This design comes from an exercise in tuning for a short achievable clock period and few clock cycles on the open sky130 flow, not from production work. At most, simulation tests tie the RTL to the original design; equivalence was not proved. The clock port is modelled as an ideal driver, which makes a skipped or thinned clock tree look cheaper than it is; a real chip needs a root buffer or a tree. Power figures rest on the tool's default switching activity, not on a simulated workload.

## main
// ssq_symdec
module ssq_symdec (
    input  wire        clk,
    input  wire        rst,
    input  wire        in_valid,
    output wire        in_ready,
    input  wire [7:0]  in_data,
    input  wire        in_last,
    output reg         out_valid,
    input  wire        out_ready,
    output reg  [7:0]  out_data,
    output reg         out_last,
    output reg  [1:0]  out_err,
    output reg  [15:0] out_err_pos,
    output reg  [7:0]  out_err_val,
    output reg  [2:0]  out_pad
);
clock: 5.0 ns
lec_check: 0
cap_margin: 20
core_margin: 2
core_utilization: 55
setup_slack_margin: 3.4
slew_margin: 20
standard.sh (not shown) runs the stock make flow with config.mk's settings and CLKGATE_MAP_FILE= SYNTH_SCRIPT=/design/flow/synth_recipe.tcl, a recipe that flattens the netlist after the stock synthesis.
==> flow/flow/run.sh <==
#!/bin/bash
# Standard layout, except that:
#  - the port buffers are buf_4 (the resizer sizes them later), and
#  - the clock tree is built by flow/tree.tcl (a two-level tree of clkinv_16)
#    in place of clock_tree_synthesis.
# Each step's output goes to a log file of its own in this folder.
set -euo pipefail
here=$(pwd)
ports="BUFFER_PORTS_ARGS=-buffer_cell sky130_fd_sc_hd__buf_4"

bash standard.sh synth > log_1_synth.txt 2>&1
bash standard.sh "$ports" place > log_2_place.txt 2>&1

# ORFS's scripts with cts.tcl swapped for ours, used for the CTS step only
rm -rf "$here/cts_scripts"
cp -r "$FLOW_HOME/scripts" "$here/cts_scripts"
cp "$here/flow/cts.tcl" "$here/cts_scripts/cts.tcl"
FLOW_TREE_TCL="$here/flow/tree.tcl" bash standard.sh "$ports" do-4_1_cts do-4_cts \
  SCRIPTS_DIR="$here/cts_scripts" > log_3_cts.txt 2>&1

bash standard.sh "$ports" finish > log_4_finish.txt 2>&1
Other scripts of this flow, unchanged in this note and not shown: flow/flow/cts.tcl, flow/flow/tree.tcl
Testbench counts of main, summed over its fixed seeds: cycles 69,251.
Input-level comparison between the feature branch and main:
--- a/flow/design.v
+++ b/flow/design.v
@@ -20,13 +20,13 @@
     localparam EV_NONE  = 2'd0;
     localparam EV_SDEC  = 2'd1;   
     localparam EV_CEND  = 2'd2;   
     localparam EV_CNEXT = 2'd3;   
     localparam DEPTH  = 12;       
     localparam RDEPTH = 4;        
-    localparam RS     = DEPTH + 1;
+    localparam RS     = DEPTH + 2;
     localparam RQS    = RDEPTH + 1;
     localparam IW    = 13;        
     localparam RW    = 26;        
     reg        in_ready_r;  
     reg        ir_n;        
     reg        c_v;
@@ -302,56 +302,39 @@
             q3_rec_v <= q2_rec_v;
         end
     end
     reg [IW-1:0]    fq [0:RS-1];
     reg [RS-1:0]    f_wp;       
     reg [RS-1:0]    f_rp;       
-    reg [DEPTH:0]   f_tot;      
-    reg             pop_d;      
-    reg [DEPTH-1:0] f_mcnt;     
-    reg [IW-1:0]    h;          
-    reg             hv;
+    reg [DEPTH:0]   f_cnt;      
     wire            pop;
-    wire f_mempty = !f_mcnt[0];
-    wire to_h   = q3_v && f_mempty && (!hv || pop);
-    wire to_m   = q3_v && !to_h;
-    wire from_m = pop && !f_mempty;
-    reg [IW-1:0] f_out;         
+    wire hv = f_cnt[0];
+    reg [IW-1:0] h;             
     integer j;
     always @(*) begin
-        f_out = {IW{1'b0}};
+        h = {IW{1'b0}};
         for (j = 0; j < RS; j = j + 1)
-            f_out = f_out | (fq[j] & {IW{f_rp[j]}});
+            h = h | (fq[j] & {IW{f_rp[j]}});
     end
     always @(posedge clk) begin
         for (j = 0; j < RS; j = j + 1)
             if (f_wp[j])
                 fq[j] <= q3_item;
-        h <= ({IW{from_m}} & f_out) | ({IW{to_h}} & q3_item) | ({IW{!from_m && !to_h}} & h);
         if (rst) begin
-            f_wp   <= {{(RS-1){1'b0}}, 1'b1};
-            f_rp   <= {{(RS-1){1'b0}}, 1'b1};
-            f_tot  <= {(DEPTH+1){1'b0}};
-            f_mcnt <= {DEPTH{1'b0}};
-            pop_d  <= 1'b0;
-            hv     <= 1'b0;
+            f_wp  <= {{(RS-1){1'b0}}, 1'b1};
+            f_rp  <= {{(RS-1){1'b0}}, 1'b1};
+            f_cnt <= {(DEPTH+1){1'b0}};
         end else begin
-            if (to_m)
+            if (q3_v)
                 f_wp <= {f_wp[RS-2:0], f_wp[RS-1]};
-            if (from_m)
+            if (pop)
                 f_rp <= {f_rp[RS-2:0], f_rp[RS-1]};
-            pop_d <= pop;
-            if (to_m && !from_m)
-                f_mcnt <= {f_mcnt[DEPTH-2:0], 1'b1};
-            else if (from_m && !to_m)
-                f_mcnt <= {1'b0, f_mcnt[DEPTH-1:1]};
-            if (q3_v && !pop_d)
-                f_tot <= {f_tot[DEPTH-1:0], 1'b1};
-            else if (pop_d && !q3_v)
-                f_tot <= {1'b0, f_tot[DEPTH:1]};
-            hv <= pop ? (!f_mempty || q3_v) : (hv || q3_v);
+            if (q3_v && !pop)
+                f_cnt <= {f_cnt[DEPTH-1:0], 1'b1};
+            else if (pop && !q3_v)
+                f_cnt <= {1'b0, f_cnt[DEPTH:1]};
         end
     end
     reg [RW-1:0]     rq [0:RQS-1];
     reg [RQS-1:0]    rq_wp;     
     reg [RQS-1:0]    rq_rp;     
     reg [RW-1:0]     r_head;    
@@ -394,14 +377,14 @@
     end
     always @(posedge clk) begin
         if (rst) begin
             in_ready_r <= 1'b1;
             ir_n       <= 1'b0;
         end else begin
-            in_ready_r <= !f_tot[DEPTH + 1 - 8] && !msgs_n[RDEPTH - 2];
-            ir_n       <= f_tot[DEPTH + 1 - 8] || msgs_n[RDEPTH - 2];
+            in_ready_r <= !f_cnt[DEPTH + 1 - 8] && !msgs_n[RDEPTH - 2];
+            ir_n       <= f_cnt[DEPTH + 1 - 8] || msgs_n[RDEPTH - 2];
         end
     end
     wire [1:0]  h_n    = h[12:11];
     wire [9:0]  h_bits = h[10:1];
     wire        h_end  = h[0];
     reg [16:0] acc;         
Notes after the runs:
Relative to main, gate count of the mapped netlist has decreased by 62 in the feature branch. For via count, main and the feature branch come out practically identical. Sort main and the feature branch by wire length on met2, ascending, and main comes first. Of main and the feature branch, the run reporting the higher largest fanout on the critical path was the feature branch. Changes observed in the feature branch relative to main: data arrival time of the worst path climbed 1.39 ns, design area barely changed. Going from main to the feature branch, cell area after placement shrinks by 1.8%. Compared with main, the feature branch shows a higher clock share of power. Between main and the feature branch, the sequential share of layout area is lower for the feature branch. Combinational share of power ends up higher on the feature branch.
Function not checked in the feature branch: the RTL went through the layout flow alone. In every run of this note, the design's own scripts or RTL, not TritonCTS, make the clock network.

---

## run A
ssq_symdec, a different RTL version from the one above (not shown whole).
For scale: ~53 I/O pins, roughly 29,000 µm² of cells after synthesis.
// ssq_symdec
module ssq_symdec (
    input  wire        clk,
    input  wire        rst,
    input  wire        in_valid,
    output wire        in_ready,
    input  wire [7:0]  in_data,
    input  wire        in_last,
    output reg         out_valid,
    input  wire        out_ready,
    output reg  [7:0]  out_data,
    output reg         out_last,
    output reg  [1:0]  out_err,
    output reg  [15:0] out_err_pos,
    output reg  [7:0]  out_err_val,
    output reg  [2:0]  out_pad
);
    localparam ERR_NONE = 2'd0;
    localparam ERR_SDEC = 2'd1;
    localparam ERR_CDEC = 2'd2;
    localparam EV_NONE  = 2'd0;
    localparam EV_SDEC  = 2'd1;   
    localparam EV_CEND  = 2'd2;   
    localparam EV_CNEXT = 2'd3;   
    localparam DEPTH  = 12;       
    localparam RDEPTH = 5;        
    localparam RS     = DEPTH + 1;
    localparam RQS    = RDEPTH + 1;
    localparam IW    = 13;        
    localparam RW    = 26;        
    reg        in_ready_r;  
    reg        ir_n;        
    reg        c_v;
    reg [7:0]  c_data;
    reg        c_last;
    assign in_ready = in_ready_r;
    always @(posedge clk) begin
        c_v    <= in_valid && !ir_n && !rst;
        c_data <= in_data;
        c_last <= in_last;
    end
    wire [5:0] cls;         
    assign cls[0] = (c_data == 8'h2A);
    assign cls[1] = (c_data == 8'h25);
  ...
Settings: LEC_CHECK=0, CAP_MARGIN=20, CORE_MARGIN=2, CORE_UTILIZATION=55, SETUP_SLACK_MARGIN=3.4, SLEW_MARGIN=20; clock period 5.0 ns.
Scripts as last shown in full above: flow/flow/run.sh
Other scripts of this flow, unchanged in this note and not shown: flow/flow/cts.tcl, flow/flow/tree.tcl
Testbench counts of run A, summed over its fixed seeds: cycles 69,235.
Input-level comparison between run B and run A:
--- a/flow/design.v
+++ b/flow/design.v
@@ -14,25 +14,25 @@
     output reg  [7:0]  out_err_val,
     output reg  [2:0]  out_pad
 );
     localparam ERR_NONE = 2'd0;
     localparam ERR_SDEC = 2'd1;
     localparam ERR_CDEC = 2'd2;
     localparam EV_NONE  = 2'd0;
     localparam EV_SDEC  = 2'd1;   
     localparam EV_CEND  = 2'd2;   
     localparam EV_CNEXT = 2'd3;   
     localparam DEPTH  = 12;       
     localparam RDEPTH = 5;        
-    localparam RS     = DEPTH + 1;
+    localparam RS     = DEPTH + 2;
     localparam RQS    = RDEPTH + 1;
     localparam IW    = 13;        
     localparam RW    = 26;        
     reg        in_ready_r;  
     reg        ir_n;        
     reg        c_v;
     reg [7:0]  c_data;
     reg        c_last;
     assign in_ready = in_ready_r;
     always @(posedge clk) begin
         c_v    <= in_valid && !ir_n && !rst;
         c_data <= in_data;
@@ -249,68 +249,58 @@
                     e_err <= ev_err;
                     e_pos <= ev_pos;
                     e_val <= ev_val;
                 end
             end
         end
     end
     reg [IW-1:0]    fq [0:RS-1];
     reg [RS-1:0]    f_wp;       
     reg [RS-1:0]    f_rp;       
     reg [DEPTH:0]   f_tot;      
     reg             pop_d;      
-    reg [DEPTH-1:0] f_mcnt;     
     reg [IW-1:0]    h;          
     reg             hv;
     wire            pop;
-    wire f_mempty = !f_mcnt[0];
-    wire to_h   = q_v && f_mempty && (!hv || pop);
-    wire from_m = pop && !f_mempty;
-    wire to_m_pop   = q_v && !f_mempty;
-    wire to_m_nopop = q_v && !(f_mempty && !hv);
-    wire [DEPTH-1:0] mcnt_pop   = (!f_mempty && !q_v) ? {1'b0, f_mcnt[DEPTH-1:1]} : f_mcnt;
-    wire [DEPTH-1:0] mcnt_nopop = to_m_nopop ? {f_mcnt[DEPTH-2:0], 1'b1} : f_mcnt;
-    wire [RS-1:0]    wp_step    = {f_wp[RS-2:0], f_wp[RS-1]};
-    wire [RS-1:0]    wp_pop     = to_m_pop ? wp_step : f_wp;
-    wire [RS-1:0]    wp_nopop   = to_m_nopop ? wp_step : f_wp;
+    wire f_mempty_p = |(f_wp & f_rp);
+    wire from_m = (pop || !hv) && !f_mempty_p;
     reg [IW-1:0] f_out;         
     integer j;
     always @(*) begin
         f_out = {IW{1'b0}};
         for (j = 0; j < RS; j = j + 1)
             f_out = f_out | (fq[j] & {IW{f_rp[j]}});
     end
     always @(posedge clk) begin
         for (j = 0; j < RS; j = j + 1)
             if (f_wp[j])
                 fq[j] <= q_item;
-        h <= ({IW{from_m}} & f_out) | ({IW{to_h}} & q_item) | ({IW{!from_m && !to_h}} & h);
+        h <= ({IW{from_m}} & f_out) | ({IW{!from_m}} & h);
         if (rst) begin
             f_wp   <= {{(RS-1){1'b0}}, 1'b1};
             f_rp   <= {{(RS-1){1'b0}}, 1'b1};
             f_tot  <= {(DEPTH+1){1'b0}};
-            f_mcnt <= {DEPTH{1'b0}};
             pop_d  <= 1'b0;
             hv     <= 1'b0;
         end else begin
-            f_wp <= pop ? wp_pop : wp_nopop;
+            if (q_v)
+                f_wp <= {f_wp[RS-2:0], f_wp[RS-1]};
             if (from_m)
                 f_rp <= {f_rp[RS-2:0], f_rp[RS-1]};
             pop_d <= pop;
-            f_mcnt <= pop ? mcnt_pop : mcnt_nopop;
             if (q_v && !pop_d)
                 f_tot <= {f_tot[DEPTH-1:0], 1'b1};
             else if (pop_d && !q_v)
                 f_tot <= {1'b0, f_tot[DEPTH:1]};
-            hv <= pop ? (!f_mempty || q_v) : (hv || q_v);
+            hv <= from_m || (hv && !pop);
         end
     end
     reg [RW-1:0]     rq [0:RQS-1];
     reg [RQS-1:0]    rq_wp;     
     reg [RQS-1:0]    rq_rp;     
     reg [RW-1:0]     r_head;    
     wire             emit_end;
     reg [RW-1:0] r_cur;
     reg [RW-1:0] r_nxt;
     always @(*) begin
         r_cur = {RW{1'b0}};
         r_nxt = {RW{1'b0}};
Results
Side by side, via density per instance turned out lower in run B than in run A.
In terms of total routing resource utilization after global routing, run A and run B differ only marginally.
Run B vs. run A: met2 track demand over resource in global routing went down by 1.3 points.
The run with more setup slack is run A; run B has less.
Wire length down 1.5 mm in run B wrt run A
Diff run A -> run B | overall power | up by a few percent
Run B reports a higher net switching component of the power than run A does.
Against run A, run B reports a final area that is lower.
Run B: worst endpoint required time is 180 ps lower than what run A reported.
The faster design of the two is run A; run B tops out lower.
Diff run A -> run B: share of power burned in the clock network lost 2.0 points, first-iteration DRC count decreased by 273 relative to the old numbers.
For run B, only the layout was checked, not whether the RTL still works. In every run of this note, the design's own scripts or RTL, not TritonCTS, make the clock network.

## what the ideal ports hide
In the flow no input, the clock included, has a driving cell. The finished layouts below were timed again as built, in two steps. Step 1 sets driving cells, clkbuf_16 on the clock port and buf_2 on the other inputs (assumed; they add their load-dependent delay and slew). Step 2 times the ports against the registers' clock, not the clock port: input delays grow and output delays shrink by t, the midpoint of the rising clock arrivals with the driver on. Three values: ideal ports, drivers, drivers and shift; two values: the first two.
run	t, ns	setup slack, ns	worst register clock-pin slew, ns	pins driven straight from the clock port
main	0.549	3.163 / 2.913 / 2.985	0.10 / 0.10	4
the feature branch	0.569	2.953 / 2.928 / 2.893	0.10 / 0.10	4
run A	0.532	3.243 / 3.013 / 2.996	0.09 / 0.10	4
run B	0.528	3.111 / 3.013 / 2.959	0.09 / 0.09	4
After both steps every run listed still meets setup and hold. For run A, which loses most, drivers alone change the setup slack by -0.230 ns; drivers and shift together by -0.247 ns.
